Source: an optimization exercise on an open RTL-to-GDS flow (aim: small area, a short achievable clock period and few clock cycles). Production flows keep margins and buffers that such runs may drop. Where RTL was checked, it was by simulation tests only, not by an equivalence proof against the original. For runs 1 and 2, only the layout was checked, not whether the RTL still works.

[flow/design.v]
module fm_demod (
    input  wire        clk,
    input  wire        rst,
    input  wire        cfg_valid,
    output wire        cfg_ready,
    input  wire [15:0] cfg_d,
    input  wire [15:0] cfg_alpha,
    input  wire        in_valid,
    output wire        in_ready,
    input  wire [7:0]  in_i,
    input  wire [7:0]  in_q,
    output reg         out_valid,
    output reg  [15:0] out_pcm
);
    localparam [15:0] REGMASK = 16'b1111111111111110;
    localparam integer NSTG = 15;       
    localparam integer DCYC = 8;        
    localparam integer FB   = 2;        
    localparam integer FCYC = 8;        
    localparam integer WGAP = (DCYC + 1 > FCYC + 1) ? DCYC + 1 : FCYC + 1;
    localparam integer PIPE = 5 + NSTG;             
    localparam integer BUSY = PIPE + 3;    
    localparam integer BCW  = (BUSY < 32) ? 5 : (BUSY < 64) ? 6 : 7;
    reg [15:0] alpha_c;     
    reg [15:0] dv;          
    reg [17:0] d3;          
    reg [15:0] rc;          
    reg [3:0]  gap;         
    reg        in_rdy, cfg_rdy, cfg1, cfg2;
    reg [BCW-1:0] bc;          
    assign in_ready  = in_rdy;
    assign cfg_ready = cfg_rdy;
    wire acc_in  = in_valid & in_rdy;
    wire acc_cfg = cfg_valid & cfg_rdy;
    wire        last_now  = (rc == 16'd1);
    wire        first_now = (rc == dv);
    wire [15:0] dv_fix    = (dv == 16'd0) ? 16'd1 : dv;
    wire [3:0]  gap_inc   = (gap == 4'd15) ? 4'd15 : gap + 4'd1;
    wire nl_acc  = last_now ? (dv == 16'd1) : (rc == 16'd2);
    wire rdy_idle = !last_now || (gap_inc >= WGAP);
    wire rdy_acc2 = last_now ? (!nl_acc || (1 >= WGAP))
                             : (!nl_acc || (gap_inc >= WGAP));
    wire rdy_cfg1 = (dv_fix != 16'd1) || (gap_inc >= WGAP);
    wire [BCW-1:0] bc_dec = (bc == 0) ? bc : bc - 1'b1;
    always @(posedge clk) begin
        if (rst) begin
            alpha_c <= 16'hffff;
            dv      <= 16'd1;
            d3      <= 18'd3;
            rc      <= 16'd1;
            gap     <= 4'd15;
            in_rdy  <= 1'b0;
            cfg_rdy <= 1'b0;
            cfg1    <= 1'b0;
            cfg2    <= 1'b0;
            bc      <= 0;
        end else begin
            cfg1 <= acc_cfg;
            cfg2 <= cfg1;
            if (cfg2)
                d3 <= {2'b0, dv} + {1'b0, dv, 1'b0};
            if (acc_cfg) begin
                dv      <= cfg_d;
                alpha_c <= cfg_alpha;
            end else if (cfg1) begin
                dv  <= dv_fix;
                rc  <= dv_fix;
            end else if (acc_in) begin
                rc  <= last_now ? dv : rc - 16'd1;
            end
            if (acc_in && last_now)
                gap <= 4'd1;
            else
                gap <= gap_inc;
            if (acc_in && last_now)
                bc <= BUSY;
            else
                bc <= bc_dec;
            if (acc_cfg)
                in_rdy <= 1'b0;
            else if (cfg1)
                in_rdy <= rdy_cfg1;
            else if (acc_in)
                in_rdy <= rdy_acc2;
            else
                in_rdy <= rdy_idle;
            cfg_rdy <= (acc_in && last_now) ? 1'b0 : (bc_dec == 0) && !acc_cfg;
        end
    end
    reg [7:0] r1_i, r1_q;
    reg       v1, f1, l1;
    reg [14:0] pc_e, pd_e;    
    always @(posedge clk) begin
        r1_i <= in_i;
        r1_q <= in_q;
        f1   <= first_now;
        l1   <= last_now;
        if (rst) v1 <= 1'b0;
        else     v1 <= acc_in;
    end
    wire signed [8:0] a1 = {~r1_i[7], r1_i[6:0], 1'b1};
    wire signed [8:0] b1 = {~r1_q[7], r1_q[6:0], 1'b1};
    wire       prst = rst | cfg1;      
    wire [8:0] nc = prst ? 9'd255 : a1;
    wire [8:0] nd = prst ? 9'd0   : b1;
    wire [14:0] nc_e, nd_e;
    fm_booth9 enc_c (.y(nc), .e(nc_e));
    fm_booth9 enc_d (.y(nd), .e(nd_e));
    always @(posedge clk) begin
        if (prst || v1) begin
            pc_e <= nc_e;
            pd_e <= nd_e;
        end
    end
    wire [8:0] na1 = {r1_i[7], ~r1_i[6:0], 1'b1};    
    wire [8:0] nb1 = {r1_q[7], ~r1_q[6:0], 1'b1};    
    wire [17:0] re_s1, re_c1, im_s1, im_c1;
    wire [9:0]  re_t1, im_t1;
    fm_mul2cs mre (.x0(a1), .x0n(na1), .e0(pc_e), .x1(b1),  .x1n(nb1), .e1(pd_e),
                   .s(re_s1), .c(re_c1), .t(re_t1));
    fm_mul2cs mim (.x0(b1), .x0n(nb1), .e0(pc_e), .x1(na1), .x1n(a1),  .e1(pd_e),
                   .s(im_s1), .c(im_c1), .t(im_t1));
    reg [17:0] re_s, re_c, im_s, im_c;
    reg [9:0]  re_t, im_t;
    reg v2p, f2p, l2p;
    always @(posedge clk) begin
        re_t <= re_t1;
        im_t <= im_t1;
        re_s <= re_s1;
        re_c <= re_c1;
        im_s <= im_s1;
        im_c <= im_c1;
        f2p <= f1;
        l2p <= l1;
        if (rst) v2p <= 1'b0;
        else     v2p <= v1;
    end
    reg signed [17:0] re2, im2;
    reg v2, f2, l2;
    always @(posedge clk) begin
        re2 <= re_s + re_c + {re_t, 8'd0};
        im2 <= im_s + im_c + {im_t, 8'd0};
        f2  <= f2p;
        l2  <= l2p;
        if (rst) v2 <= 1'b0;
        else     v2 <= v2p;
    end
    wire sr2 = re2[17];
    wire si2 = im2[17];
    wire [17:0] x1c = (re2 ^ {18{sr2}}) + (im2 ^ {18{si2}}) + {17'd0, sr2} + {17'd0, si2};
    wire [17:0] y1c = (re2 ^ {18{~si2}}) + (im2 ^ {18{sr2}}) + {17'd0, ~si2} + {17'd0, sr2};
    reg [17:0] x3;
    reg [17:0] y3;
    reg sr3, si3, ax3, v3, f3, l3;
    always @(posedge clk) begin
        x3  <= x1c;
        y3  <= y1c;
        sr3 <= sr2;
        si3 <= si2;
        ax3 <= (im2 == 18'sd0);
        f3  <= f2;
        l3  <= l2;
        if (rst) v3 <= 1'b0;
        else     v3 <= v2;
    end
    function integer WY;
        input integer i;
        begin
            if (i <= 1)       WY = 23;
            else if (i >= 14) WY = 11;
            else              WY = 25 - i;
        end
    endfunction
    wire [22*17-1:0] xs;
    wire [23*17-1:0] ys;
    wire [16*17-1:0] bs;      
    wire [6*17-1:0]  fl;      
    assign xs[22*1 +: 22] = {x3, 4'b0};
    assign ys[23*1 +: 23] = {y3[17], y3, 4'b0};
    assign bs[16*1 +: 16] = 16'd0;
    assign fl[6*1 +: 6]   = {sr3, si3, ax3, v3, f3, l3};
    genvar gi;
    generate
        for (gi = 1; gi <= 15; gi = gi + 1) begin : it
            localparam integer W  = WY(gi);
            localparam integer WN = WY(gi + 1);
            wire [21:0]         xi = xs[22*gi +: 22];
            wire [22:0]         yslot = ys[23*gi +: 23];
            wire signed [W-1:0] yi = yslot[W-1:0];
            wire                pos = ~yi[W-1];
            wire signed [21:0]  ysh = yi >>> gi;           
            wire [22:0]         xsh = {1'b0, xi} >> gi;
            wire [21:0]         xn  = pos ? xi + ysh : xi - ysh;
            wire [WN-1:0]       yn  = pos ? yi[WN-1:0] - xsh[WN-1:0]
                                          : yi[WN-1:0] + xsh[WN-1:0];
            wire [15:0]         bn  = bs[16*gi +: 16] | ({15'd0, pos} << gi);
            wire [22:0]         yne = {{(23-WN){yn[WN-1]}}, yn};
            if (REGMASK[gi]) begin : r
                reg [21:0] xr;
                reg [22:0] yr;
                reg [15:0] br;
                reg [5:0]  fr;
                always @(posedge clk) begin
                    xr <= xn;
                    yr <= yne;
                    br <= bn;
                    fr <= fl[6*gi +: 6];
                    if (rst) fr[2] <= 1'b0;
                end
                assign xs[22*(gi+1) +: 22] = xr;
                assign ys[23*(gi+1) +: 23] = yr;
                assign bs[16*(gi+1) +: 16] = br;
                assign fl[6*(gi+1) +: 6]   = fr;
            end else begin : c
                assign xs[22*(gi+1) +: 22] = xn;
                assign ys[23*(gi+1) +: 23] = yne;
                assign bs[16*(gi+1) +: 16] = bn;
                assign fl[6*(gi+1) +: 6]   = fl[6*gi +: 6];
            end
        end
    endgenerate
    wire [15:0] bz = bs[16*16 +: 16];
    wire [5:0]  flz = fl[6*16 +: 6];
    wire        srz = flz[5], siz = flz[4], axz = flz[3];
    function [18:0] ztab;
        input [6:0] k;    
        case (k)
            7'd0: ztab = 19'h7d3dd;
            7'd1: ztab = 19'h7e3db;
            7'd2: ztab = 19'h7f3d3;
            7'd3: ztab = 19'h003d1;
            7'd4: ztab = 19'h01389;
            7'd5: ztab = 19'h02387;
            7'd6: ztab = 19'h0337f;
            7'd7: ztab = 19'h0437d;
            7'd8: ztab = 19'h0514b;
            7'd9: ztab = 19'h06149;
            7'd10: ztab = 19'h07141;
            7'd11: ztab = 19'h0813f;
            7'd12: ztab = 19'h090f7;
            7'd13: ztab = 19'h0a0f5;
            7'd14: ztab = 19'h0b0ed;
            7'd15: ztab = 19'h0c0eb;
            7'd16: ztab = 19'h0c141;
            7'd17: ztab = 19'h0d13f;
            7'd18: ztab = 19'h0e137;
            7'd19: ztab = 19'h0f135;
            7'd20: ztab = 19'h100ed;
            7'd21: ztab = 19'h110eb;
            7'd22: ztab = 19'h120e3;
            7'd23: ztab = 19'h130e1;
            7'd24: ztab = 19'h13eaf;
            7'd25: ztab = 19'h14ead;
            7'd26: ztab = 19'h15ea5;
            7'd27: ztab = 19'h16ea3;
            7'd28: ztab = 19'h17e5b;
            7'd29: ztab = 19'h18e59;
            7'd30: ztab = 19'h19e51;
            7'd31: ztab = 19'h1ae4f;
            7'd32: ztab = 19'h641bd;
            7'd33: ztab = 19'h651bb;
            7'd34: ztab = 19'h661b3;
            7'd35: ztab = 19'h671b1;
            7'd36: ztab = 19'h68169;
            7'd37: ztab = 19'h69167;
            7'd38: ztab = 19'h6a15f;
            7'd39: ztab = 19'h6b15d;
            7'd40: ztab = 19'h6bf2b;
            7'd41: ztab = 19'h6cf29;
            7'd42: ztab = 19'h6df21;
            7'd43: ztab = 19'h6ef1f;
            7'd44: ztab = 19'h6fed7;
            7'd45: ztab = 19'h70ed5;
            7'd46: ztab = 19'h71ecd;
            7'd47: ztab = 19'h72ecb;
            7'd48: ztab = 19'h72f21;
            7'd49: ztab = 19'h73f1f;
            7'd50: ztab = 19'h74f17;
            7'd51: ztab = 19'h75f15;
            7'd52: ztab = 19'h76ecd;
            7'd53: ztab = 19'h77ecb;
            7'd54: ztab = 19'h78ec3;
            7'd55: ztab = 19'h79ec1;
            7'd56: ztab = 19'h7ac8f;
            7'd57: ztab = 19'h7bc8d;
            7'd58: ztab = 19'h7cc85;
            7'd59: ztab = 19'h7dc83;
            7'd60: ztab = 19'h7ec3b;
            7'd61: ztab = 19'h7fc39;
            7'd62: ztab = 19'h00c31;
            7'd63: ztab = 19'h01c2f;
            7'd64: ztab = 19'h165fd;
            7'd65: ztab = 19'h175fb;
            7'd66: ztab = 19'h185f3;
            7'd67: ztab = 19'h195f1;
            7'd68: ztab = 19'h1a5a9;
            7'd69: ztab = 19'h1b5a7;
            7'd70: ztab = 19'h1c59f;
            7'd71: ztab = 19'h1d59d;
            7'd72: ztab = 19'h1e36b;
            7'd73: ztab = 19'h1f369;
            7'd74: ztab = 19'h20361;
            7'd75: ztab = 19'h2135f;
            7'd76: ztab = 19'h22317;
            7'd77: ztab = 19'h23315;
            7'd78: ztab = 19'h2430d;
            7'd79: ztab = 19'h2530b;
            7'd80: ztab = 19'h25361;
            7'd81: ztab = 19'h2635f;
            7'd82: ztab = 19'h27357;
            7'd83: ztab = 19'h28355;
            7'd84: ztab = 19'h2930d;
            7'd85: ztab = 19'h2a30b;
            7'd86: ztab = 19'h2b303;
            7'd87: ztab = 19'h2c301;
            7'd88: ztab = 19'h2d0cf;
            7'd89: ztab = 19'h2e0cd;
            7'd90: ztab = 19'h2f0c5;
            7'd91: ztab = 19'h300c3;
            7'd92: ztab = 19'h3107b;
            7'd93: ztab = 19'h32079;
            7'd94: ztab = 19'h33071;
            7'd95: ztab = 19'h3406f;
            7'd96: ztab = 19'h4af9d;
            7'd97: ztab = 19'h4bf9b;
            7'd98: ztab = 19'h4cf93;
            7'd99: ztab = 19'h4df91;
            7'd100: ztab = 19'h4ef49;
            7'd101: ztab = 19'h4ff47;
            7'd102: ztab = 19'h50f3f;
            7'd103: ztab = 19'h51f3d;
            7'd104: ztab = 19'h52d0b;
            7'd105: ztab = 19'h53d09;
            7'd106: ztab = 19'h54d01;
            7'd107: ztab = 19'h55cff;
            7'd108: ztab = 19'h56cb7;
            7'd109: ztab = 19'h57cb5;
            7'd110: ztab = 19'h58cad;
            7'd111: ztab = 19'h59cab;
            7'd112: ztab = 19'h59d01;
            7'd113: ztab = 19'h5acff;
            7'd114: ztab = 19'h5bcf7;
            7'd115: ztab = 19'h5ccf5;
            7'd116: ztab = 19'h5dcad;
            7'd117: ztab = 19'h5ecab;
            7'd118: ztab = 19'h5fca3;
            7'd119: ztab = 19'h60ca1;
            7'd120: ztab = 19'h61a6f;
            7'd121: ztab = 19'h62a6d;
            7'd122: ztab = 19'h63a65;
            7'd123: ztab = 19'h64a63;
            7'd124: ztab = 19'h65a1b;
            7'd125: ztab = 19'h66a19;
            7'd126: ztab = 19'h67a11;
            7'd127: ztab = 19'h68a0f;
            default: ztab = 19'h0;
        endcase
    endfunction
    wire [18:0] p1 = ztab({srz, siz, bz[1], bz[2], bz[3], bz[4], bz[5]});
    wire [18:0] fz = {7'd0, bz[6], bz[7], bz[8], bz[9], bz[10], bz[11], bz[12],
                      bz[13], bz[14], bz[15], 2'b00};
    wire [18:0] zz = p1 + fz;
    wire signed [15:0] phic = axz ? (srz ? 16'sd25736 : 16'sd0) : zz[18:3];
    reg signed [15:0] phi;
    reg vp, fp, lp;
    always @(posedge clk) begin
        phi <= phic;
        fp  <= flz[1];
        lp  <= flz[0];
        if (rst) vp <= 1'b0;
        else     vp <= flz[2];
    end
    reg signed [31:0] sum;
    reg               dstart;
    always @(posedge clk) begin
        if (vp)
            sum <= fp ? {{16{phi[15]}}, phi} : sum + {{16{phi[15]}}, phi};
        if (rst) dstart <= 1'b0;
        else     dstart <= vp & lp;
    end
    localparam integer NQ = 2 * DCYC;
    wire [31:0] mag = sum[31] ? -sum : sum;
    reg  [15:0] drem;
    reg  [NQ-1:0] dquo;
    reg         dneg;
    reg  [3:0]  dcnt;
    reg         ddone;
    wire [17:0] r4 = {drem, dquo[NQ-1:NQ-2]};
    reg  [15:0] ddv;
    reg  [17:0] dd3;
    reg  [15:0] dal;
    reg         dnew, ypend;
    wire [18:0] t1 = {1'b0, r4} - {3'b0, ddv};
    wire [18:0] t2 = {1'b0, r4} - {2'b0, ddv, 1'b0};
    wire [18:0] t3 = {1'b0, r4} - {1'b0, dd3};
    wire [15:0] nrem = !t3[18] ? t3[15:0] : !t2[18] ? t2[15:0] :
                       !t1[18] ? t1[15:0] : r4[15:0];
    wire [1:0]  qd   = !t3[18] ? 2'd3 : !t2[18] ? 2'd2 : !t1[18] ? 2'd1 : 2'd0;
    wire [NQ-1:0] nquo = {dquo[NQ-3:0], qd};
    always @(posedge clk) begin
        if (rst) begin
            dcnt  <= 4'd0;
            ddone <= 1'b0;
        end else begin
            ddone <= (dcnt == 4'd1);
            if (dstart) begin
                dcnt <= DCYC;
            end else if (dcnt != 4'd0) begin
                dcnt <= dcnt - 4'd1;
            end
        end
        if (rst)
            ypend <= 1'b0;
        else if (cfg1)
            ypend <= 1'b1;
        else if (dstart)
            ypend <= 1'b0;
        if (dstart) begin
            ddv  <= dv;
            dd3  <= d3;
            dal  <= alpha_c;
            dnew <= ypend;
            dneg <= sum[31];
            drem <= mag[NQ+15:NQ];
            dquo <= mag[NQ-1:0];
        end else if (dcnt != 4'd0) begin
            drem <= nrem;
            dquo <= nquo;
        end
    end
    reg signed [23:0] yprev;
    reg signed [25:0] facc;
    reg signed [24:0] fdiff;
    reg [15:0]        fco;
    reg [3:0]         fcnt;
    reg               fdone, ovld;
    wire signed [15:0] avg = dneg ? -$signed({1'b0, dquo[14:0]}) : $signed({1'b0, dquo[14:0]});
    reg                fnew;
    wire        yb0  = dnew | (fdone & fnew);
    wire [26:0] ybse = yb0 ? 27'd0 : {{3{yprev[23]}}, yprev};
    wire [26:0] yadd = (fdone & !dnew) ? {facc[25], facc} : 27'd0;
    wire [26:0] diff27 = {{3{avg[15]}}, avg, 8'd0} - ybse - yadd;
    wire signed [24:0] diffc = diff27[24:0];
    reg [29:0] cs_s, cs_c, pp;
    reg [29:0] fsum;
    integer j;
    always @(*) begin
        cs_s = {{4{facc[25]}}, facc};
        cs_c = 30'd0;
        for (j = 0; j < FB; j = j + 1) begin
            pp   = fco[j] ? ({{5{fdiff[24]}}, fdiff} << j) : 30'd0;
            {cs_s, cs_c} = {cs_s ^ cs_c ^ pp,
                            ((cs_s & cs_c) | (cs_s & pp) | (cs_c & pp)) << 1};
        end
        fsum = cs_s + cs_c;
    end
    always @(posedge clk) begin
        if (rst) begin
            fcnt  <= 4'd0;
            fdone <= 1'b0;
        end else begin
            fdone <= (fcnt == 4'd1);
            if (ddone)
                fcnt <= FCYC;
            else if (fcnt != 4'd0)
                fcnt <= fcnt - 4'd1;
        end
        if (ddone) begin
            fdiff <= diffc;
            facc  <= {diffc[24], diffc};
            fco   <= dal;
            fnew  <= dnew;
        end else if (fcnt != 4'd0) begin
            facc <= fsum[FB+25:FB];
            fco  <= fco >> FB;
        end
    end
    reg  [25:0] w;
    wire [30:0] yr = {yprev, 7'd0} + ~{{5{w[25]}}, w} + 31'd1;
    wire [16:0] yq = yr[30:14];
    wire [15:0] pcm = (yq[16] != yq[15]) ? (yq[16] ? 16'h8000 : 16'h7fff) : yq[15:0];
    reg         ovld2;
    always @(posedge clk) begin
        if (rst)
            yprev <= 24'sd0;
        else if (fdone)
            yprev <= (fnew ? 24'sd0 : yprev) + facc[23:0];
        if (rst) begin
            ovld      <= 1'b0;
            ovld2     <= 1'b0;
            out_valid <= 1'b0;
        end else begin
            ovld      <= fdone;
            ovld2     <= ovld;
            out_valid <= ovld2;
        end
        w       <= {{2{yprev[23]}}, yprev} + {yprev[23], yprev, 1'b0}
                   - (yprev[23] ? 26'd16383 : 26'd0);
        out_pcm <= pcm;
    end
endmodule
module fm_mul2cs (
    input  wire [8:0]  x0, x0n, x1, x1n,   
    input  wire [14:0] e0, e1,    
    output wire [17:0] s, c,
    output wire [9:0]  t
);
    wire m0k0_one = e0[0], m0k0_two = e0[5], m0k0_neg = e0[10];
    wire [9:0] m0k0_p = m0k0_neg ? {x0n[8], x0n} : {x0[8], x0};
    wire [9:0] m0k0_pp = m0k0_one ? m0k0_p : m0k0_two ? {m0k0_p[8:0], 1'b0} : 10'd0;
    wire [17:0] m0k0_row = {{8{m0k0_pp[9]}}, m0k0_pp};
    wire m0k1_one = e0[1], m0k1_two = e0[6], m0k1_neg = e0[11];
    wire [9:0] m0k1_p = m0k1_neg ? {x0n[8], x0n} : {x0[8], x0};
    wire [9:0] m0k1_pp = m0k1_one ? m0k1_p : m0k1_two ? {m0k1_p[8:0], 1'b0} : 10'd0;
    wire [17:0] m0k1_row = {{6{m0k1_pp[9]}}, m0k1_pp, 2'd0};
    wire m0k2_one = e0[2], m0k2_two = e0[7], m0k2_neg = e0[12];
    wire [9:0] m0k2_p = m0k2_neg ? {x0n[8], x0n} : {x0[8], x0};
    wire [9:0] m0k2_pp = m0k2_one ? m0k2_p : m0k2_two ? {m0k2_p[8:0], 1'b0} : 10'd0;
    wire [17:0] m0k2_row = {{4{m0k2_pp[9]}}, m0k2_pp, 4'd0};
    wire m0k3_one = e0[3], m0k3_two = e0[8], m0k3_neg = e0[13];
    wire [9:0] m0k3_p = m0k3_neg ? {x0n[8], x0n} : {x0[8], x0};
    wire [9:0] m0k3_pp = m0k3_one ? m0k3_p : m0k3_two ? {m0k3_p[8:0], 1'b0} : 10'd0;
    wire [17:0] m0k3_row = {{2{m0k3_pp[9]}}, m0k3_pp, 6'd0};
    wire m0k4_one = e0[4], m0k4_two = e0[9], m0k4_neg = e0[14];
    wire [9:0] m0k4_p = m0k4_neg ? {x0n[8], x0n} : {x0[8], x0};
    wire [9:0] m0k4_pp = m0k4_one ? m0k4_p : m0k4_two ? {m0k4_p[8:0], 1'b0} : 10'd0;
    wire [17:0] m0k4_row = {{0{m0k4_pp[9]}}, m0k4_pp, 8'd0};
    wire m1k0_one = e1[0], m1k0_two = e1[5], m1k0_neg = e1[10];
    wire [9:0] m1k0_p = m1k0_neg ? {x1n[8], x1n} : {x1[8], x1};
    wire [9:0] m1k0_pp = m1k0_one ? m1k0_p : m1k0_two ? {m1k0_p[8:0], 1'b0} : 10'd0;
    wire [17:0] m1k0_row = {{8{m1k0_pp[9]}}, m1k0_pp};
    wire m1k1_one = e1[1], m1k1_two = e1[6], m1k1_neg = e1[11];
    wire [9:0] m1k1_p = m1k1_neg ? {x1n[8], x1n} : {x1[8], x1};
    wire [9:0] m1k1_pp = m1k1_one ? m1k1_p : m1k1_two ? {m1k1_p[8:0], 1'b0} : 10'd0;
    wire [17:0] m1k1_row = {{6{m1k1_pp[9]}}, m1k1_pp, 2'd0};
    wire m1k2_one = e1[2], m1k2_two = e1[7], m1k2_neg = e1[12];
    wire [9:0] m1k2_p = m1k2_neg ? {x1n[8], x1n} : {x1[8], x1};
    wire [9:0] m1k2_pp = m1k2_one ? m1k2_p : m1k2_two ? {m1k2_p[8:0], 1'b0} : 10'd0;
    wire [17:0] m1k2_row = {{4{m1k2_pp[9]}}, m1k2_pp, 4'd0};
    wire m1k3_one = e1[3], m1k3_two = e1[8], m1k3_neg = e1[13];
    wire [9:0] m1k3_p = m1k3_neg ? {x1n[8], x1n} : {x1[8], x1};
    wire [9:0] m1k3_pp = m1k3_one ? m1k3_p : m1k3_two ? {m1k3_p[8:0], 1'b0} : 10'd0;
    wire [17:0] m1k3_row = {{2{m1k3_pp[9]}}, m1k3_pp, 6'd0};
    wire m1k4_one = e1[4], m1k4_two = e1[9], m1k4_neg = e1[14];
    wire [9:0] m1k4_p = m1k4_neg ? {x1n[8], x1n} : {x1[8], x1};
    wire [9:0] m1k4_pp = m1k4_one ? m1k4_p : m1k4_two ? {m1k4_p[8:0], 1'b0} : 10'd0;
    assign t = m1k4_pp;
    wire [17:0] cs0s = m0k0_row ^ m0k1_row ^ m0k2_row;
    wire [17:0] cs0c = ((m0k0_row & m0k1_row) | (m0k0_row & m0k2_row) | (m0k1_row & m0k2_row)) << 1;
    wire [17:0] cs1s = m0k3_row ^ m0k4_row ^ m1k0_row;
    wire [17:0] cs1c = ((m0k3_row & m0k4_row) | (m0k3_row & m1k0_row) | (m0k4_row & m1k0_row)) << 1;
    wire [17:0] cs2s = m1k1_row ^ m1k2_row ^ m1k3_row;
    wire [17:0] cs2c = ((m1k1_row & m1k2_row) | (m1k1_row & m1k3_row) | (m1k2_row & m1k3_row)) << 1;
    wire [17:0] cs3s = cs0s ^ cs0c ^ cs1s;
    wire [17:0] cs3c = ((cs0s & cs0c) | (cs0s & cs1s) | (cs0c & cs1s)) << 1;
    wire [17:0] cs4s = cs1c ^ cs2s ^ cs2c;
    wire [17:0] cs4c = ((cs1c & cs2s) | (cs1c & cs2c) | (cs2s & cs2c)) << 1;
    wire [17:0] cs5s = cs3s ^ cs3c ^ cs4s;
    wire [17:0] cs5c = ((cs3s & cs3c) | (cs3s & cs4s) | (cs3c & cs4s)) << 1;
    wire [17:0] cs6s = cs5s ^ cs5c ^ cs4c;
    wire [17:0] cs6c = ((cs5s & cs5c) | (cs5s & cs4c) | (cs5c & cs4c)) << 1;
    assign s = cs6s;
    assign c = cs6c;
endmodule
module fm_booth9 (
    input  wire [8:0]  y,
    output wire [14:0] e
);
    wire [9:0] ye = {y[8], y, 1'b0};
    wire k0b2 = ye[2], k0b1 = ye[1], k0b0 = ye[0];
    assign e[0] = k0b1 ^ k0b0;
    assign e[5] = (k0b2 & ~k0b1 & ~k0b0) | (~k0b2 & k0b1 & k0b0);
    assign e[10] = k0b2 & ~(k0b1 & k0b0);
    wire k1b2 = ye[4], k1b1 = ye[3], k1b0 = ye[2];
    assign e[1] = k1b1 ^ k1b0;
    assign e[6] = (k1b2 & ~k1b1 & ~k1b0) | (~k1b2 & k1b1 & k1b0);
    assign e[11] = k1b2 & ~(k1b1 & k1b0);
    wire k2b2 = ye[6], k2b1 = ye[5], k2b0 = ye[4];
    assign e[2] = k2b1 ^ k2b0;
    assign e[7] = (k2b2 & ~k2b1 & ~k2b0) | (~k2b2 & k2b1 & k2b0);
    assign e[12] = k2b2 & ~(k2b1 & k2b0);
    wire k3b2 = ye[8], k3b1 = ye[7], k3b0 = ye[6];
    assign e[3] = k3b1 ^ k3b0;
    assign e[8] = (k3b2 & ~k3b1 & ~k3b0) | (~k3b2 & k3b1 & k3b0);
    assign e[13] = k3b2 & ~(k3b1 & k3b0);
    wire k4b2 = ye[9], k4b1 = ye[9], k4b0 = ye[8];
    assign e[4] = k4b1 ^ k4b0;
    assign e[9] = (k4b2 & ~k4b1 & ~k4b0) | (~k4b2 & k4b1 & k4b0);
    assign e[14] = k4b2 & ~(k4b1 & k4b0);
endmodule
[flow/run.sh]
#!/bin/bash
# synth_recipe.tcl (not shown) runs the flow's synth.tcl, then flattens the netlist and writes it again
# the make line also repeats each setting of config.mk as NAME=value (left out here)
make -C /OpenROAD-flow-scripts/flow DESIGN_CONFIG=/design/flow/config.mk WORK_HOME=/design/flow/orfs CLKGATE_MAP_FILE= SYNTH_SCRIPT=/design/flow/synth_recipe.tcl finish
[flow/config.mk]
export PLATFORM = sky130hd
export DESIGN_NAME = fm_demod
export DESIGN_NICKNAME = fm_demod
export VERILOG_FILES = /design/flow/design.v
export SDC_FILE = /design/flow/constraint.sdc
export NUM_CORES = 4
export LEC_CHECK = 0
export CAP_MARGIN = 50
export CORE_MARGIN = 2
export CORE_UTILIZATION = 40
export SLEW_MARGIN = 80
[flow/constraint.sdc]
create_clock -name core_clock -period 12.0 [get_ports {clk}]
set_input_delay 2.4000 -clock core_clock [delete_from_list [all_inputs] [get_ports {clk}]]
set_output_delay 2.4000 -clock core_clock [all_outputs]
set_load 0.01 [all_outputs]
==> results of run 1 <==
-- cell families (layout without fill, tap and decap cells) --
family,count (synthesis),in the layout,synth area share (%)
AOI/OAI and AO/OA,2207,2207,16.1
muxes,113,113,1.43
xor gates and xnor gates,1175,1175,11.9
other,1,3,0.00435
buffers and inverters,1010,1426,4.45
and+or+nand+nor,2420,2420,13.4
adders and majority gates,1251,1251,20.5
DFF,1280,1280,32.2
-- worst max-delay path by stage --
stage / startpoint / end / depth (start not counted)
5_1_grt: it[1].r.yr[7] / it[2].r.xr[21] / 19
2_1_floorplan: fco[0] / facc[24] / 16
3_5_place_dp: it[1].r.yr[7] / it[2].r.xr[21] / 19
3_3_place_gp: fnew / facc[21] / 17
4_1_cts: it[1].r.yr[7] / it[2].r.xr[21] / 19
6_report: it[1].r.yr[7] / it[2].r.xr[21] / 19
-- worst register-to-register path: stages, from the launching register on --
cell and delay (ps):
dfxtp_1 360, nor4_2 290, clkdlybuf4s50_1 560, clkdlybuf4s50_1 540, nand2_1 110, o41ai_4 240, xor2_1 190, ha_1 280
a21oi_1 230, o21bai_1 100, a21o_1 190, a221o_1 330, nand3_1 120, a21oi_1 100, a2111oi_4 320, clkdlybuf4s50_1 540
clkdlybuf4s50_1 500, clkdlybuf4s50_1 480, a21oi_1 70, xnor2_1 200
-- routing by layer --
layer | track usage [%] | part of all wire [%] | vias up
li1 | - | - | 33500
met1 | 24.8 | 46 | 31900
met2 | 31.5 | 47 | 1430
met3 | 2.57 | 4.1 | 366
met4 | 5.64 | 2.7 | 0
met5 | 0 | 0 | -
-- final cells by class --
class | count | area [um2]
repair buffers | 414 | 3870
multi-input cells | 7167 | 58500
well taps | 2838 | 3550
clock buffers | 213 | 4330
diodes | 2 | 5.00
clock inverters | 57 | 758
flip-flops and latches | 1280 | 27900
inverters | 742 | 2820
fillers | 20000 | 113000
-- per-stage QoR --
stage                     cell area [um2]
final                              102000
after global routing               102000
after CTS                           99800
after detailed placement            94700
after global placement              89900
after floorplan                     86200
-- Yosys cell counts (all sizes together), types with 52 or more instances --
| master | instances | area share (%) |
|---|---|---|
| a211oi | 76 | 0.66 |
| a21o | 180 | 1.6 |
| a21oi | 734 | 4.3 |
| a31oi | 80 | 0.58 |
| and2 | 134 | 0.97 |
| clkbuf | 231 | 1.0 |
| dfxtp | 1070 | 25 |
| edfxtp | 210 | 7.3 |
| fa | 269 | 6.2 |
| ha | 982 | 14 |
| inv | 734 | 3.2 |
| mux2i | 61 | 0.71 |
| nand2 | 465 | 2.0 |
| nand2b | 88 | 0.64 |
| nand3 | 121 | 0.70 |
| nor2 | 852 | 3.7 |
| nor2b | 156 | 1.1 |
| nor3 | 289 | 1.7 |
| nor4 | 52 | 0.38 |
| o21a | 86 | 0.75 |
| o21ai | 446 | 2.6 |
| o21bai | 116 | 1.0 |
| o22ai | 55 | 0.40 |
| o31ai | 55 | 0.48 |
| xnor2 | 725 | 7.4 |
| xor2 | 450 | 4.6 |
-- state kept, by name, indices dropped and copies added (netlist names), 18 cells and up --
register  count
it.r.br     114
dd3          18
sum          32
im_s         18
im2          18
yprev        24
w            26
fdiff        25
d3           18
y3           18
x3           18
it.r.fr      89
facc         26
it.r.xr     268
it.r.yr     218
==> run summary, run 1 <==
Critical Path Source Type=register; count of cells along the worst register-to-register path=19; Min Hold Slack=~310 ps; number of instances in the synthesized netlist=9457; Most common cell on crit path=clkdlybuf4s50_1; number of cells traversed by the worst hold path=0; post-synth design cell area=0.0862 mm2; Die Width=468 um; Final Cycle Share=48.6%; total length of routed wires=~210000 um; Iteration-0 DRC Markers=3893; clock tree from TritonCTS=built; via count of the first global-routing pass=65900; Highest Clock Rate=approximately 170 MHz; number of placed instances, taps included=between 10000 and 15000; ratio of routed vias to standard cells=between 5 and 6; fraction of registers with async set/reset=0%; Mapped Nets=10800; Worst EP arrival=around 6500 ps; number of buffers inserted during clock tree synthesis=~150; Seq/Total Area, Yosys=between 30% and 40%; dominant delay contributor by cell family on the critical path=buffers and inverters; post-detailed-route count of antenna-violating nets=0; Worst-Skew Late Latency=about 800 ps; most frequent cells in the layout=977 x dfxtp_1, 975 x ha_1, 826 x nor2_1, 717 x inv_1, 693 x xnor2_1; input/output buffers=70; share of post-route cells with drive strength above 1=between 10% and 20%; Post-CTS Repair Setup Buffers=0; hold path endpoint=it[7].r.br[3]; Unique masters post-synth=84; sort of element at the end of the critical path=register; area growth from synthesis to layout=18.0%; count of nets after finishing=roughly 11000; most frequent standard cell in the layout excluding fill and tap cells=dfxtp_1; CTS max path bufs=3; Placeable Area=0.214 mm2; number of hold buffers added after cts=0; accumulated negative setup slack=0 ps; placement-stage worst setup slack=6230 ps; max-slew violation count=0; flops & latches, synth=1280; fin crit period=between 5000 and 6000 ps; R2R Setup Slk=around 6200 ps; final clock skew=24.1 ps; effective utilization at floorplan=40.2%; Worst R2R End=it[2].r.xr[21]; WL per Instance=16.6 um; biggest cell delay along the critical path=560 ps; setup repair after global routing missed its margin=false; CTS H-tree depth=4; final standard cell count with taps included and fillers excluded=12700; first-pass GRT wire length=340000 um; dominant synthesized flop cell=dfxtp_1; number of enable-type register cells in the synthesized netlist=210; post-route core utilization=approximately 47%; final hold vios=0; r2r startpoint=it[1].r.yr[7]; clock sink count=roughly 1300; post-detail-place hpwl=162000 um; initial antenna violation count=1; cell row count=170; Boundary Pins=a little over 70; Max stage delay cell, worst path=clkdlybuf4s50_1; number of synthesis warnings=1; RePlAce Congestion=0.884; Gates resized, CTS repair=0; Initial DRT Pass Iterations=6; worst min-delay path class=reg -> reg; list of cells traversed by the critical path=nor4_2 > clkdlybuf4s50_1 > clkdlybuf4s50_1 > nand2_1 > o41ai_4 > xor2_1 > ha_1 > a21oi_1 > o21bai_1 > a21o_1 > a221o_1 > nand3_1 > a21oi_1 > a2111oi_4 > clkdlybuf4s50_1 > clkdlybuf4s50_1 > clkdlybuf4s50_1 > a21oi_1 > xnor2_1; DRC Markers=0; outcome=complete, no violations; total overflow reported by the global router=0; global router's overall resource usage=18.7%; root buffer cell=clkbuf_16; clock-pin slew on the worst setup and hold paths=60 ps; Crit path required time=12700 ps; Critical path buffers and inverters=5; critical path start-end classification=reg -> reg; total via count after detailed routing=67200; largest fanout on the critical path=4; final worst-path setup slack=between 6000 and 7000 ps; Die Outline Area=approximately 0.22 mm2; largest net degree at the start of global routing=46; source of the worst hold timing path=it[6].r.br[3]; Avg Cell Area, Syn=9.11 um2; final setup vio count=0; count of maximum capacitance violations=0; die height=468 um
==> inputs of run 2 (changes only) <==
--- a/flow/config.mk
+++ b/flow/config.mk
@@ -7,5 +7,8 @@
 export LEC_CHECK = 0
 export CAP_MARGIN = 50
 export CORE_MARGIN = 2
-export CORE_UTILIZATION = 40
+export CORE_UTILIZATION = 60
+export CTS_BUF_LIST = sky130_fd_sc_hd__clkbuf_4 sky130_fd_sc_hd__clkbuf_8
+export CTS_CLUSTER_SIZE = 30
+export PLACE_DENSITY = 0.75
 export SLEW_MARGIN = 80
==> run 2 against run 1 <==
  * Largest cell class unchanged
  * Synthesized area unchanged
  * Core utilization is 22 points higher
  * Via count up 2.5%
  * Worst setup slack gained 360 ps
  * Critical endpoint is now out_pcm[11]
  * Critical path depth decreased by 3
  * Worst hold slack got worse by 9.3 ps
==> run summary, run 2 <==
outcome=complete, no violations; RePlAce Congestion=0.920 (+4.0%); top-area cell type share of the netlist area=24.9% (unchanged); setup repair after global routing missed its margin=false; Placeable Area=0.143 mm2 (-33%); clock tree from TritonCTS=built; clock-pin slew on the worst setup and hold paths=60 ps (about the same); cell row count=139 (-18%); top cells by instance count after synthesis=1070 x dfxtp_1, 982 x ha_1, 852 x nor2_1, 734 x a21oi_1, 734 x inv_1; Highest Clock Rate=182 MHz (+6.5%); fin crit period=5480 ps (-356 ps); post-synth design cell area=0.0862 mm2 (unchanged); ratio of routed vias to standard cells=5.80 (+9.7%); Gates resized, CTS repair=0 (unchanged); Initial DRT Pass Iterations=6 (unchanged); fraction of registers with async set/reset=0% (unchanged); dominant cell by count in the synthesized netlist=dfxtp_1; via count of the first global-routing pass=68500 (+3.9%); total length of routed wires=213000 um (+1.4%); Unique masters post-synth=84 (unchanged); number of buffers inserted during clock tree synthesis=213 (+44%); Die Outline Area=0.147 mm2 (-33%); Worst-Skew Late Latency=930 ps (+130 ps); root buffer cell=clkbuf_8; first-pass GRT wire length=343000 um (+0.98%); CTS H-tree depth=4 (unchanged); flops & latches, synth=1280 (unchanged); Critical Path Source Type=register; WL per Instance=18.0 um (+8.6%); Worst EP arrival=6250 ps (-290 ps); Min Hold Slack=305 ps (-9.30 ps); Post-CTS Repair Setup Buffers=0 (unchanged); number of instances in the synthesized netlist=9457 (unchanged); effective utilization at floorplan=60.2% (+20 points); count of nets after finishing=11100 (+0.31%); biggest cell delay along the critical path=550 ps (about the same); largest net degree at the start of global routing=46 (unchanged); Boundary Pins=71 (unchanged); Max stage delay cell, worst path=clkdlybuf4s50_1; Seq/Total Area, Yosys=32.2% (unchanged); Avg Cell Area, Syn=9.11 um2 (unchanged); dominant delay contributor by cell family on the critical path=buffers and inverters; Most common cell on crit path=clkdlybuf4s50_1; sort of element at the end of the critical path=register; synth top area cells=dfxtp_1 25%, ha_1 14%, xnor2_1 7.4%; Iteration-0 DRC Markers=4907 (+26%); final clock skew=36.9 ps (+12.9 ps); critical path start-end classification=reg -> reg; post-detailed-route count of antenna-violating nets=0 (unchanged); worst min-delay path class=reg -> reg; share of post-route cells with drive strength above 1=13.9% (+1.4 points); Critical path buffers and inverters=6 (+1); total via count after detailed routing=68900 (+2.5%); accumulated negative setup slack=0 ps (unchanged); largest fanout on the critical path=4 (unchanged); number of enable-type register cells in the synthesized netlist=210 (unchanged); area growth from synthesis to layout=16.1%; count of maximum capacitance violations=0 (unchanged); Die Width=383 um (-18%); clock sink count=1280 (unchanged); Final Cycle Share=45.7% (-3.0 points); register with the highest flop count=it.r.xr; post-detail-place hpwl=159000 um (-1.8%); number of synthesis warnings=1 (unchanged); leading registers by flop count=it.r.xr: 268 flops, it.r.yr: 218 flops, it.r.br: 114 flops; Mapped Nets=10800 (unchanged); Crit path required time=12770 ps (+70 ps); final standard cell count with taps included and fillers excluded=11900 (-6.6%); final hold vios=0 (unchanged); most frequent cells in the layout=976 x ha_1, 951 x dfxtp_1, 826 x nor2_1, 719 x inv_1, 700 x xnor2_1; final setup vio count=0 (unchanged); list of cells traversed by the critical path=ha_1 > or3_1 > a2111oi_4 > clkdlybuf4s50_1 > clkdlybuf4s50_1 > clkdlybuf4s50_1 > nor4_2 > nor2_2 > a21o_1 > o21ai_2 > o41ai_2 > clkdlybuf4s50_1 > clkdlybuf4s50_1 > clkdlybuf4s50_1 > xnor2_1 > o21ai_0; number of placed instances, taps included=11400 (-7.8%); initial antenna violation count=1 (unchanged); die height=383 um (-18%); dominant synthesized flop cell=dfxtp_1; max-slew violation count=0 (unchanged); CTS max path bufs=3 (unchanged); leading area contributor after synthesis=dfxtp_1; input/output buffers=70 (unchanged); most frequent standard cell in the layout excluding fill and tap cells=ha_1; global router's overall resource usage=28.3% (+9.6 points); max reg flops=268 (unchanged); total overflow reported by the global router=0 (unchanged); number of hold buffers added after cts=0 (unchanged); DRC Markers=0 (unchanged)
-- run 2: cell counts after synthesis --
Identical to the previous run, type by type.
-- run 2: cells by family (layout without fill, tap and decap cells) --
kind of cell             count (synthesis)  in the layout  synth area share, %
AND/OR/NAND/NOR                       2420           2420                 13.4
AO/OA/AOI/OAI                         2207           2207                 16.1
flip-flops                            1280           1280                 32.2
adder cells (fa/ha/maj)               1251           1251                 20.5
XOR/XNOR                              1175           1175                 11.9
buffers and inverters                 1010           1520                 4.45
multiplexers                           113            113                 1.43
other                                    1              5              0.00435
-- run 2: worst reg2reg max path: cells and delay by family, from the launching register on --
family	cells	cell delay (ps)
buffers and inverters	6	3080
and+or+nand+nor	3	710
AOI/OAI and AO/OA	5	800
DFF	1	380
adders and majority gates	1	250
xor gates and xnor gates	1	110
-- run 2: layer usage --
| layer | part of all wire (%) | global-route usage, % | wire length [um] | vias to the layer above |
|---|---|---|---|---|
| li1 | - | - | - | 33600 |
| met3 | 5.3 | 4.02 | 11400 | 535 |
| met2 | 48 | 47.5 | 102000 | 2060 |
| met1 | 44 | 37.1 | 93100 | 32700 |
| met4 | 3.4 | 10.0 | 7170 | 0 |
| met5 | 0 | 0 | 0 | - |
-- run 2: final timing paths --
kind | start | cells past startpoint | end | slack, ps
setup / recovery | yprev[3] | 16 | out_pcm[11] | 6520
hold / removal | it[1].r.fr[5] | 0 | it[2].r.fr[5] | 310
setup reg to reg | yprev[3] | 16 | out_pcm[11] | 6520
hold reg to reg | it[1].r.fr[5] | 0 | it[2].r.fr[5] | 310
-- run 2: per-stage QoR --
stage               setup slack [ps]  area, um2  utilization, %
floorplan                       8010      86200               -
global placement                7100      88600            61.9
detailed placement              6530      92900            64.9
CTS                             6440      97900            68.4
global route                    6310     100000            69.9
finish                          6520     100000            69.9
-- run 2: cell type report --
type	count	area, um2
clock inverters	77	920
repair buffers	383	3580
clock buffers	318	4060
multi-input cells	7167	58400
fillers	10700	43100
diodes	4	10.0
flip-flops and latches	1280	27900
inverters	742	2810
well taps	1903	2380
==> inputs of run 3 (changes only) <==
--- a/flow/design.v
+++ b/flow/design.v
@@ -17,10 +17,11 @@
     localparam integer DCYC = 8;        
     localparam integer FB   = 2;        
     localparam integer FCYC = 8;        
-    localparam integer WGAP = (DCYC + 1 > FCYC + 1) ? DCYC + 1 : FCYC + 1;
+    localparam integer WGAP = (DCYC + 1 > FCYC + 2) ? DCYC + 1 : FCYC + 2;
     localparam integer PIPE = 5 + NSTG;             
     localparam integer BUSY = PIPE + 3;    
     localparam integer BCW  = (BUSY < 32) ? 5 : (BUSY < 64) ? 6 : 7;
+    reg [15:0] dm1;         
     reg [15:0] alpha_c;     
     reg [15:0] dv;          
     reg [17:0] d3;          
@@ -32,22 +33,23 @@
     assign cfg_ready = cfg_rdy;
     wire acc_in  = in_valid & in_rdy;
     wire acc_cfg = cfg_valid & cfg_rdy;
-    wire        last_now  = (rc == 16'd1);
-    wire        first_now = (rc == dv);
-    wire [15:0] dv_fix    = (dv == 16'd0) ? 16'd1 : dv;
+    wire        last_now  = (rc == 16'd0);
+    wire        first_now = (rc == dm1);
+    wire [15:0] dm1_dec   = (dm1 == 16'd0) ? 16'd0 : dm1 - 16'd1;
     wire [3:0]  gap_inc   = (gap == 4'd15) ? 4'd15 : gap + 4'd1;
-    wire nl_acc  = last_now ? (dv == 16'd1) : (rc == 16'd2);
+    wire nl_acc  = last_now ? (dm1 == 16'd0) : (rc == 16'd1);
     wire rdy_idle = !last_now || (gap_inc >= WGAP);
     wire rdy_acc2 = last_now ? (!nl_acc || (1 >= WGAP))
                              : (!nl_acc || (gap_inc >= WGAP));
-    wire rdy_cfg1 = (dv_fix != 16'd1) || (gap_inc >= WGAP);
+    wire rdy_cfg1 = (dm1_dec != 16'd0) || (gap_inc >= WGAP);
     wire [BCW-1:0] bc_dec = (bc == 0) ? bc : bc - 1'b1;
     always @(posedge clk) begin
         if (rst) begin
+            dm1     <= 16'd0;
             alpha_c <= 16'hffff;
             dv      <= 16'd1;
             d3      <= 18'd3;
-            rc      <= 16'd1;
+            rc      <= 16'd0;
             gap     <= 4'd15;
             in_rdy  <= 1'b0;
             cfg_rdy <= 1'b0;
@@ -60,13 +62,14 @@
             if (cfg2)
                 d3 <= {2'b0, dv} + {1'b0, dv, 1'b0};
             if (acc_cfg) begin
-                dv      <= cfg_d;
+                dm1     <= cfg_d;
                 alpha_c <= cfg_alpha;
             end else if (cfg1) begin
-                dv  <= dv_fix;
-                rc  <= dv_fix;
+                dm1 <= dm1_dec;
+                rc  <= dm1_dec;
+                dv  <= dm1_dec + 16'd1;
             end else if (acc_in) begin
-                rc  <= last_now ? dv : rc - 16'd1;
+                rc  <= last_now ? dm1 : rc - 16'd1;
             end
             if (acc_in && last_now)
                 gap <= 4'd1;
@@ -436,11 +439,8 @@
     reg               fdone, ovld;
     wire signed [15:0] avg = dneg ? -$signed({1'b0, dquo[14:0]}) : $signed({1'b0, dquo[14:0]});
     reg                fnew;
-    wire        yb0  = dnew | (fdone & fnew);
-    wire [26:0] ybse = yb0 ? 27'd0 : {{3{yprev[23]}}, yprev};
-    wire [26:0] yadd = (fdone & !dnew) ? {facc[25], facc} : 27'd0;
-    wire [26:0] diff27 = {{3{avg[15]}}, avg, 8'd0} - ybse - yadd;
-    wire signed [24:0] diffc = diff27[24:0];
+    wire signed [23:0] yold  = dnew ? 24'sd0 : yprev;
+    wire signed [24:0] diffc = {avg[15], avg, 8'd0} - {yold[23], yold};
     reg [29:0] cs_s, cs_c, pp;
     reg [29:0] fsum;
     integer j;
==> flow/config.mk (replaced) <==
export PLATFORM = sky130hd
export DESIGN_NAME = fm_demod
export DESIGN_NICKNAME = fm_demod
export VERILOG_FILES = /design/flow/design.v
export SDC_FILE = /design/flow/constraint.sdc
export NUM_CORES = 4
export LEC_CHECK = 0
export CAP_MARGIN = 20
export CORE_MARGIN = 2
export CORE_UTILIZATION = 40
export SLEW_MARGIN = 20
==> run 3 against run 2 <==
  * Non-clock buffer count decreased by 237
  * Sequential share of layout area increased by 1.6 points
  * Synthesized area about the same
  * Routed wire length fell by 4.3%
  * Largest cell class unchanged
  * Highest routed layer unchanged
==> run summary, run 3 <==
Worst R2R End=im_s[14]; sort of element at the end of the critical path=register; effective utilization at floorplan=40.2% (-20 points); Critical Path Source Type=register; synth top area cells=dfxtp_1 25%, ha_1 14%, xnor2_1 7.4%; total length of routed wires=204000 um (-4.3%); count of cells along the worst register-to-register path=9 (-7); first-pass GRT wire length=331000 um (-3.6%); Highest Clock Rate=199 MHz (+8.8%); count of nets after finishing=10800 (-2.9%); dominant cell by count in the synthesized netlist=dfxtp_1; r2r startpoint=pc_e[3]; top cells by instance count after synthesis=1086 x dfxtp_1, 964 x ha_1, 878 x nor2_1, 727 x xnor2_1; number of hold buffers added after cts=0 (unchanged); area of the multi-input gates=0.0542 mm2 (-7.1%); number of cells traversed by the worst hold path=0 (unchanged); clock sink count=1296 (+1.3%); number of synthesis warnings=1 (unchanged); Avg Cell Area, Syn=9.07 um2 (-0.48%); hold path endpoint=it[5].r.fr[0]; worst min-delay path class=reg -> reg; largest fanout on the critical path=21 (+17); CTS H-tree depth=4 (unchanged); CTS max path bufs=3 (unchanged); relative max-transition margin=24.3%; dominant synthesized flop cell=dfxtp_1; die height=468 um (+22%); global router's overall resource usage=18.3% (-10 points); number of buffers inserted during clock tree synthesis=149 (-30%); Final Cycle Share=42.0% (-3.7 points); setup repair after global routing missed its margin=false; post-detail-place hpwl=156000 um (-1.6%); critical path start-end classification=reg -> reg; post-detailed-route count of antenna-violating nets=0 (unchanged); post-synth design cell area=0.0861 mm2 (about the same); clock-pin slew on the worst setup and hold paths=60 ps (about the same); Worst-Skew Late Latency=810 ps (-120 ps); Post-CTS Repair Setup Buffers=0 (unchanged); outcome=complete, no violations; count of maximum capacitance violations=0 (unchanged); initial antenna violation count=2 (+1); register with the highest flop count=it.r.xr; accumulated negative setup slack=0 ps (unchanged); share of post-route cells with drive strength above 1=4.66% (-9.3 points); area growth from synthesis to layout=10.3%; max reg flops=268 (unchanged); Gates resized, CTS repair=0 (unchanged); Die Outline Area=0.219 mm2 (+49%); Placeable Area=0.214 mm2 (+50%); most frequent standard cell in the layout excluding fill and tap cells=dfxtp_1; Boundary Pins=71 (unchanged); most frequent cells in the layout=1082 x dfxtp_1, 964 x ha_1, 878 x nor2_1, 727 x xnor2_1; Iteration-0 DRC Markers=3805 (-22%); leading registers by flop count=it.r.xr: 268 flops, it.r.yr: 218 flops, it.r.br: 114 flops; fin crit period=5040 ps (-445 ps); total overflow reported by the global router=0 (unchanged); via count of the first global-routing pass=64500 (-5.7%); total via count after detailed routing=65700 (-4.6%); clock tree from TritonCTS=built; Worst EP arrival=5700 ps (-550 ps); fraction of registers with async set/reset=0% (unchanged); RePlAce Congestion=0.888 (-3.4%); final clock skew=54.8 ps (+17.9 ps); flops & latches, synth=1296 (+1.3%); Seq/Total Area, Yosys=32.6% (+0.40 points); cell row count=170 (+22%); met3 demand-to-capacity share in global routing=2.65% (-1.4 points); WL per Instance=16.4 um (-8.9%); DRC Markers=0 (unchanged); R2R Setup Slk=6960 ps (+440 ps); met1 layer usage reported by global route=23.1% (-14 points); number of instances in the synthesized netlist=9496 (+0.41%); source of the worst hold timing path=it[4].r.fr[0]; final setup vio count=0 (unchanged); Worst-Margin Slew=1140 ps; Crit path required time=12670 ps (-100 ps); input/output buffers=70 (unchanged); ratio of routed vias to standard cells=5.27 (-9.1%); sequential standard cell area=0.0281 mm2 (+0.45%); root buffer cell=clkbuf_16; largest net degree at the start of global routing=65 (+41%); Unique masters post-synth=105 (+25%); leading area contributor after synthesis=dfxtp_1; Filler Cell Count=20400 (+92%); Mapped Nets=10800 (+0.037%); final hold vios=0 (unchanged); Initial DRT Pass Iterations=6 (unchanged); Die Width=468 um (+22%); Most Crowded Layer GR=met2; GR met2 Demand/Resource=31.9% (-16 points); max-slew violation count=0 (unchanged); top-area cell type share of the netlist area=25.2% (+0.39 points); number of enable-type register cells in the synthesized netlist=210 (unchanged)
[run 3: cell types whose count changed in the layout (fill, tap and decap cells not counted), moves of 55 or more]
cell and change:
nor3_2 -55, dfxtp_2 -95, o21ai_1 -78, clkdlybuf4s50_1 -64
o21ai_0 +110, clkbuf_8 -255, nor4_1 +62, buf_4 +60
clkbuf_16 +155, a21oi_2 -72, nand2_1 +61, a21oi_1 +69
dfxtp_1 +131
[run 3: metrics by stage]
step                      cell area [um2]  utilization (%)  hold slack [ps]  std cells  worst slack, ps
after detailed placement            89800             41.9              312      12200             7070
after CTS                           94900             44.3              312      12500             7040
after global routing                94900             44.3              312      12500             6690
after floorplan                     86100                -              310       9496             7560
after global placement              89800             41.9              310      12200             6970
final                               94900             44.3              307      12500             6960
[run 3: cells by family (layout without fill, tap and decap cells)]
| kind of cell | after synthesis | count (layout) | synth area share (%) |
|---|---|---|---|
| and+or+nand+nor | 2515 | 2515 | 13.9 |
| AOI/OAI and AO/OA | 2175 | 2175 | 16.0 |
| DFF | 1296 | 1296 | 32.6 |
| adders and majority gates | 1216 | 1216 | 19.9 |
| xor gates and xnor gates | 1165 | 1165 | 11.8 |
| buffers and inverters | 1020 | 1154 | 4.49 |
| muxes | 108 | 108 | 1.37 |
| other | 1 | 2 | 0.00435 |
[run 3: per-layer routing]
metal	share of wire (%)	wire length, um
met2	48	98800
met4	3.1	6250
met3	4.0	8130
met5	0	0
met1	45	91100
[run 3: cell type report]
cell class | instances | share of cell area, %
Inverter | 732 | 2.89
Tap cell | 2838 | 3.74
Multi-Input combinational cell | 7180 | 57.1
Clock inverter | 69 | 0.879
Timing Repair Buffer | 146 | 1.34
Sequential cell | 1296 | 29.5
Antenna cell | 1 | 0.00264
Clock buffer | 207 | 4.48
[run 3: how the worst max path moves through the flow]
| stage | start | depth (start not counted) | endpoint | slack (ps) |
|---|---|---|---|---|
| after floorplan | fco[0] | 19 | facc[20] | 7560 |
| after global placement | fco[0] | 19 | facc[24] | 6970 |
| after detailed placement | fco[0] | 19 | facc[20] | 7070 |
| after CTS | fco[0] | 19 | facc[20] | 7040 |
| after global routing | pc_e[3] | 9 | im_s[14] | 6690 |
| final | pc_e[3] | 9 | im_s[14] | 6960 |
[run 3: critical path, cell delays in order (launching register included)]
cell and delay, ps:
edfxtp_1 830, clkinv_1 730, nand2_1 850, o22ai_1 190
o21ai_0 290, fa_1 480, fa_1 470, fa_1 540
inv_1 50, fa_1 460
Testbench counts of run 3, summed over its fixed seeds: cycles 40,872.

## afterwards: timing with drivers on the ports
In the flow no input, the clock included, has a driving cell. The finished layouts below were timed again as built, in two steps. Step 1: set_driving_cell puts a clkbuf_16 on clk and a buf_2 on each other input, an assumption about the parent block. Step 2, shift: input delay + t, output delay - t, t = (earliest + latest rising clock arrival at the registers) / 2. This alone moves slack from input paths to output paths. a / b / c = no drivers / after step 1 / after step 2; a / b = the first two.
run	t, ns	setup WS [ns]	worst register clock-pin slew, ns	worst data-port slew with drivers (ns)
run 1	0.866	6.163 / 6.163 / 6.163	0.07 / 0.07	0.05
run 2	0.991	6.519 / 6.519 / 6.519	0.07 / 0.07	0.05
run 3	0.859	6.964 / 6.964 / 6.964	0.06 / 0.06	0.05
After both steps setup and hold are still met in every run listed.
